Source: an optimization exercise on an open RTL-to-GDS flow (aim: small area, a short achievable clock period and few clock cycles per item). Production flows keep margins and buffers that such runs may drop. The RTL was checked by simulation tests, not by an equivalence proof against the original design. Power figures rest on the tool's default switching activity, not on a simulated workload.

$ cat design/flow/design.v
module fpc_sink (
    input  wire        clk,
    input  wire        rst,
    input  wire        in_valid,
    output wire        in_ready,
    input  wire [31:0] in_data,       
    input  wire [2:0]  in_nbytes,     
    input  wire        in_sop,        
    input  wire        in_eop,        
    input  wire        in_fd,         
    input  wire        in_keep,       
    output reg         out_valid,
    input  wire        out_ready,
    output reg  [10:0] out_apid,
    output reg  [2:0]  out_ver,
    output reg         out_type,
    output reg         out_shf,
    output reg  [1:0]  out_sf,
    output reg  [13:0] out_cnt,
    output reg  [16:0] out_len,
    output reg  [31:0] out_rx,
    output reg         out_short,
    output reg         out_long,
    output reg         out_no_trailer,
    output reg         out_crc_fail,
    output reg         out_saved,
    output reg  [15:0] out_crc_rx,
    output reg  [15:0] out_crc_calc,
    output reg         out_fd,
    output reg         out_group_end,
    output reg  [31:0] cnt_saved,
    output reg  [31:0] cnt_crcfail
);
    localparam [10:0] APID_FILL = 11'h7FF;
    reg [31:0] buf_data;
    reg [2:0]  buf_cnt;       
    reg        buf_eop;       
    reg        buf_fd;
    reg        buf_keep;
    assign in_ready = (buf_cnt <= 3'd1) && !buf_eop;
    wire accept = in_valid && in_ready;
    reg [47:0] hdr;           
    reg [2:0]  hdr_cnt;       
    reg [31:0] rx;            
    reg [7:0]  crc_msb;
    reg [7:0]  crc_lsb;
    reg [7:0]  trl_hi;
    reg [7:0]  trl_lo;
    wire [2:0]  hdr_ver   = hdr[47:45];
    wire        hdr_type  = hdr[44];
    wire        hdr_shf   = hdr[43];
    wire [10:0] hdr_apid  = hdr[42:32];
    wire [1:0]  hdr_sf    = hdr[31:30];
    wire [13:0] hdr_cnt_f = hdr[29:16];
    wire [15:0] hdr_lenf  = hdr[15:0];
    wire [16:0] pkt_len   = {1'b0, hdr_lenf} + 17'd1;    
    wire       byte_go  = (buf_cnt != 3'd0);
    wire [7:0] cur_byte = buf_data[31:24];
    wire       in_hdr   = (hdr_cnt != 3'd6);
    wire [32:0] pos_p1 = {1'b0, rx} + 33'd1;
    wire [32:0] pos_p2 = {1'b0, rx} + 33'd2;
    wire [32:0] len33  = {16'd0, pkt_len};
    wire        is_payload = (pos_p2 < len33);    
    wire        is_trl_hi  = (pos_p2 == len33);   
    wire        is_trl_lo  = (pos_p1 == len33);   
    wire [7:0] crc_x0   = cur_byte ^ crc_msb;
    wire [7:0] crc_x    = crc_x0 ^ (crc_x0 >> 4);
    wire [7:0] crc_msb_n = crc_lsb ^ (crc_x >> 3) ^ (crc_x << 4);
    wire [7:0] crc_lsb_n = crc_x ^ (crc_x << 5);
    wire        flush_go   = !byte_go && buf_eop && (!out_valid || out_ready);
    wire        v_fill     = (hdr_apid == APID_FILL);
    wire        v_short    = ({1'b0, rx} < len33);
    wire        v_long     = ({1'b0, rx} > len33);
    wire        v_nt       = (hdr_lenf == 16'd0);
    wire [15:0] v_crc_rx   = v_nt ? 16'h0000 : {trl_hi, trl_lo};
    wire [15:0] v_crc_calc = {crc_msb, crc_lsb};
    wire        v_ok       = !v_nt && (v_crc_rx == v_crc_calc);
    wire        v_fail     = !v_short && !v_ok;
    wire        v_saved    = !v_short && (v_ok || buf_keep);
    always @(posedge clk) begin
        if (rst) begin
            buf_data    <= 32'd0;
            buf_cnt     <= 3'd0;
            buf_eop     <= 1'b0;
            buf_fd      <= 1'b0;
            buf_keep    <= 1'b0;
            hdr         <= 48'd0;
            hdr_cnt     <= 3'd0;
            rx          <= 32'd0;
            crc_msb     <= 8'hFF;
            crc_lsb     <= 8'hFF;
            trl_hi      <= 8'd0;
            trl_lo      <= 8'd0;
            out_valid   <= 1'b0;
            cnt_saved   <= 32'd0;
            cnt_crcfail <= 32'd0;
        end else begin
            if (byte_go) begin
                buf_data <= {buf_data[23:0], 8'd0};
                buf_cnt  <= buf_cnt - 3'd1;
                if (in_hdr) begin
                    hdr     <= {hdr[39:0], cur_byte};
                    hdr_cnt <= hdr_cnt + 3'd1;
                end else begin
                    if (rx != 32'hFFFF_FFFF)
                        rx <= rx + 32'd1;
                    if (is_payload) begin
                        crc_msb <= crc_msb_n;
                        crc_lsb <= crc_lsb_n;
                    end
                    if (is_trl_hi)
                        trl_hi <= cur_byte;
                    if (is_trl_lo)
                        trl_lo <= cur_byte;
                end
            end
            if (accept) begin
                buf_data <= in_data;
                buf_cnt  <= in_nbytes;
                buf_eop  <= in_eop;
                buf_fd   <= in_fd;
                buf_keep <= in_keep;
                if (in_sop) begin
                    hdr_cnt <= 3'd0;
                    rx      <= 32'd0;
                    crc_msb <= 8'hFF;
                    crc_lsb <= 8'hFF;
                    trl_hi  <= 8'd0;
                    trl_lo  <= 8'd0;
                end
            end
            if (out_valid && out_ready)
                out_valid <= 1'b0;
            if (flush_go) begin
                buf_eop <= 1'b0;
                if (!v_fill) begin
                    out_valid      <= 1'b1;
                    out_apid       <= hdr_apid;
                    out_ver        <= hdr_ver;
                    out_type       <= hdr_type;
                    out_shf        <= hdr_shf;
                    out_sf         <= hdr_sf;
                    out_cnt        <= hdr_cnt_f;
                    out_len        <= pkt_len;
                    out_rx         <= rx;
                    out_short      <= v_short;
                    out_long       <= v_long;
                    out_no_trailer <= v_nt;
                    out_crc_fail   <= v_fail;
                    out_saved      <= v_saved;
                    out_crc_rx     <= v_crc_rx;
                    out_crc_calc   <= v_crc_calc;
                    out_fd         <= buf_fd;
                    out_group_end  <= hdr_sf[1];
                    if (v_fail && cnt_crcfail != 32'hFFFF_FFFF)
                        cnt_crcfail <= cnt_crcfail + 32'd1;
                    if (v_saved && cnt_saved != 32'hFFFF_FFFF)
                        cnt_saved <= cnt_saved + 32'd1;
                end
            end
        end
    end
endmodule
$ cat design/flow/run.sh
#!/bin/bash
# synth_recipe.tcl (not shown) runs the flow's synth.tcl, then flattens the netlist and writes it again
# the make line also repeats each setting of config.mk as NAME=value (left out here)
make -C /OpenROAD-flow-scripts/flow DESIGN_CONFIG=/design/flow/config.mk WORK_HOME=/design/flow/orfs CLKGATE_MAP_FILE= SYNTH_SCRIPT=/design/flow/synth_recipe.tcl finish
$ cat design/flow/config.mk
export PLATFORM = sky130hd
export DESIGN_NAME = fpc_sink
export DESIGN_NICKNAME = fpc_sink
export VERILOG_FILES = /design/flow/design.v
export SDC_FILE = /design/flow/constraint.sdc
export NUM_CORES = 4
export LEC_CHECK = 0
export CAP_MARGIN = 20
export CORE_MARGIN = 2
export CORE_UTILIZATION = 40
export SLEW_MARGIN = 20
$ cat design/flow/constraint.sdc
create_clock -name core_clock -period 8.0 [get_ports {clk}]
set_input_delay 1.6000 -clock core_clock [delete_from_list [all_inputs] [get_ports {clk}]]
set_output_delay 1.6000 -clock core_clock [all_outputs]
set_load 0.01 [all_outputs]
==> results.txt <==
synth_stat cells (19+ instances only):
cell type	n	share of area [%]
ha_1	39	3.0
a21oi_1	96	3.0
xor2_1	59	3.2
nor2b_1	20	0.78
edfxtp_1	119	22
dfxtp_1	218	27
mux2i_1	27	1.7
buf_2	19	0.59
nand2_1	242	5.7
inv_1	42	0.98
nor2_1	157	3.7
a311oi_1	30	1.6
xnor2_1	105	5.7
nand3_1	78	2.4
o21ai_0	20	0.62
clkbuf_1	77	1.8
nand4_1	45	1.8
nor3_1	43	1.3
and2_1	32	1.2
nor4_1	29	1.1
state kept, by name, summed over array words and instances (netlist names), 2 cells and up:
name          cells
hdr              48
buf_data         32
cnt_crcfail      32
cnt_saved        32
out_rx           32
rx               32
out_len          17
out_crc_calc     16
out_crc_rx       16
out_cnt          14
out_apid         11
crc_lsb           8
crc_msb           8
trl_hi            8
trl_lo            8
buf_cnt           3
hdr_cnt           3
out_ver           3
out_sf            2
cell usage in the layout, fill, tap and decap left out, types with 10 or more instances in the layout:
cell type and count:
a311oi_1 30, ha_1 39, or3_1 14, nor2b_1 19
mux2_2 13, mux2i_1 27, o21ai_0 19, nand3_1 78
dfxtp_1 218, clkbuf_16 38, xnor2_1 105, nand2_1 241
xor2_1 59, o31ai_1 10, and4_1 12, clkdlybuf4s50_1 227
and2_1 32, and3_1 13, edfxtp_1 119, nor4_1 29
nand4_1 45, a21oi_1 95, nor2_1 156, nor3_1 43
or4_1 10, inv_1 43, buf_4 14
logic make-up after synthesis:
logic type      count (synthesis)  synth area share (%)
flops                         337                  49.4
xor+xnor                      167                  9.36
simple gates                  738                  22.8
buf+inv                       154                  3.96
mux                            41                  2.66
compound gates                215                  8.73
fa+ha+maj                      40                  3.10
worst paths after layout:
path | start | end | slack (ns) | cells after the start
setup / recovery | hdr[1] | cnt_crcfail[31] | 3.27 | 13
hold / removal | hdr[47] | out_ver[2] | 0.43 | 0
setup reg to reg | hdr[1] | cnt_crcfail[31] | 3.27 | 13
hold reg to reg | hdr[47] | out_ver[2] | 0.43 | 0
metrics by stage:
stage,cells,utilization (%)
after floorplan,1692,-
after global placement,2347,47.0
after detailed placement,2347,47.0
after CTS,2415,50.0
after global routing,2415,50.0
final,2415,50.0
power groups by stage:
stage | Clock, mW | Combinational (mW) | Sequential (mW)
global placement | 0 | 1.01 | 2.07
floorplan | 0 | 0.735 | 2.02
CTS | 1.71 | 1.03 | 2.03
detailed placement | 0 | 1.02 | 2.07
finish | 1.67 | 1.02 | 2.03
global route | 1.78 | 1.14 | 2.05
per-layer routing:
layer | part of all wire, % | GRT usage [%]
met2 | 46 | 33.4
met5 | 0.036 | 0
met4 | 2.1 | 6.26
met3 | 6.5 | 4.62
met1 | 45 | 28.4
worst register-to-register path: stages (launching register included):
cell and delay (ns):
dfxtp_1 0.46, ha_1 0.24, nand3_1 0.33, xnor2_1 0.53, ha_1 0.24, nand3_1 0.08, o21ai_0 0.15, a31oi_1 0.08
o311ai_0 0.59, a41oi_4 0.18, buf_4 0.30, nor3_2 0.66, or4b_1 0.50, mux2_2 0.28
layout make-up:
cell class                      instances  area (um2)
Fill cell                            3732       19900
Sequential cell                       337        7940
Multi-Input combinational cell       1201        7540
Timing Repair Buffer                  241        2380
Clock buffer                           52        1050
Tap cell                              525         657
Inverter                               43         161
Clock inverter                         16         135
==> impl_metrics.py <==
metrics = {
    "outcome": {
        "status": "no timing/DRC/antenna violations",
    },
    "yosys": {
        "synth.avg_cell_area_um2": 9.50,
        "yosys_warnings": 1,
        "seq_area_frac_synth_pct": 49.4,
        "synth_edf_count": 119,
        "dominantRegCellSynth": "dfxtp_1",
        "synth_cells": 1692,
        "async_reset_ff_share_pct": 0,
        "yosysUniqueCellTypes": 74,
        "ys_ff_latch": 337,
        "syn_nets": 1774,
        "netlist_area_um2": 16100,
    },
    "clocking": {
        "ctsHoldBuffers": 0,
        "root_buffer": "clkbuf_16",
        "cts_setup_buffers": 0,
        "cts.sinks": 337,
        "clk-insertion-delay-late_ns": 0.56,
        "clk_path_buf_depth": 3,
        "cts_made_buffers": 37,
        "postCtsResizedCells": 0,
        "htree_levels": 2,
        "cts_tree": "built",
        "cts.clk_slew.worst_paths_ns": 0.06,
    },
    "setup_path": {
        "cp_top_family": "simple AND/OR/NAND/NOR gates",
        "cp.required_ns": 8.44,
        "max_stage_delay_ns": 0.63,
        "cp_slowest_cell": "nor3_2",
        "path_class": "reg2reg",
        "worstSetupStartpointType": "register",
        "arrival_ns": 5.17,
        "cp_max_fo": 38,
        "crit_buf_inv": 1,
        "endpoint_kind": "register",
        "cp_cell_sequence": "ha_1, nand3_1, xnor2_1, ha_1, nand3_1, o21ai_0, a31oi_1, o311ai_0, a41oi_4, buf_4, nor3_2, or4b_1, mux2_2",
    },
    "power": {
        "switching_share_pct": 32.0,
        "power.density_nw_per_um2": 237,
        "vdd_drop_max_v": 0.000154,
        "clock_power_share_pct": 35.4,
        "combPwrFrac_pct": 21.5,
        "p_sw_mw": 1.51,
        "seq_power_share_pct": 43.1,
        "fin_total_pwr_mw": 4.72,
        "p_leak_nw": 6.80,
        "internal_power_mw": 3.21,
    },
    "detailed_routing": {
        "ant_nets": 0,
        "num_vias": 12800,
        "drcViolationCount": 0,
        "wl_per_cell_um": 18.3,
        "totalWireLength_mm": 44.1,
        "dr.pass1.iters": 5,
        "vias_per_cell": 5.30,
        "drtIter0Drc": 796,
    },
    "finish": {
        "postLayoutCellArea_um2": 19900,
        "layout-drive-gt1-share_pct": 5.71,
        "n_antenna_cell": 0,
        "area_growth_pct": 23.7,
        "fin_nets": 1943,
    },
    "floorplan": {
        "start_util_pct": 40.4,
        "die_h_um": 204,
        "io_pins": 229,
        "dieArea_um2": 41800,
        "fp.coreArea_um2": 39700,
        "die_w_um": 204,
        "num_rows": 73,
    },
    "grt": {
        "grt_pass1_vias": 12300,
        "grt_overflow": 0,
        "grt_max_degree": 94,
        "grt_pass1_wl_mm": 69.5,
        "grt_antenna_before_repair": 1,
        "grt_use_total_pct": 21.0,
    },
    "timing": {
        "hold_violations": 0,
        "slew_headroom_pct": 23.1,
        "skew_ns": 0.0249,
        "fin_crit_ns": 4.73,
        "setup_violations": 0,
        "post-route-period-util_pct": 59.1,
        "worst-slew-pin-transition_ns": 1.14,
        "rsz0062_at_grt": "no",
        "clock.fmax_ghz": 0.211,
        "finalMaxSlewViolations": 0,
        "setup_ws_ns": 3.27,
        "fin_tns_setup_ns": 0,
        "whs_ns": 0.431,
    },
    "placed_design": {
        "dp_hpwl_mm": 30.9,
        "numPortBuffers": 228,
        "placed_cell_area_um2": 18700,
        "gp_congestion": 0.898,
        "dpl_worst_slack_ns": 3.14,
    },
    "job": {
        "max_cap_viol_count": 0,
    },
    "min_path": {
        "hold_path_class": "reg2reg",
    },
}
Testbench counts, summed over its fixed seeds: cycles 370,326, bytes 368,401.

## separate check: timing with driven ports
No port has a modelled driver above. Below, the same layout with a new extraction and two added sets of constraints. Step 1: set_driving_cell puts a clkbuf_16 on clk and a buf_2 on each other input, an assumption about the parent block. Step 2, shift: input delay + t, output delay - t, t = (earliest + latest rising clock arrival at the registers) / 2. This alone moves slack from input paths to output paths. Three values: ideal, step 1, step 2; two values: the first two.
t (ns): 0.597
setup WS [ns]: 3.271 / 3.271 / 3.199
worst setup path after step 2: input to register
slew at the worst register clock pin (ns): 0.06 / 0.06
cell pins on the clock port's net: 1
After both steps setup and hold are still met in this run. For this run, drivers alone change the setup slack by 0.000 ns; drivers and shift together by -0.072 ns.
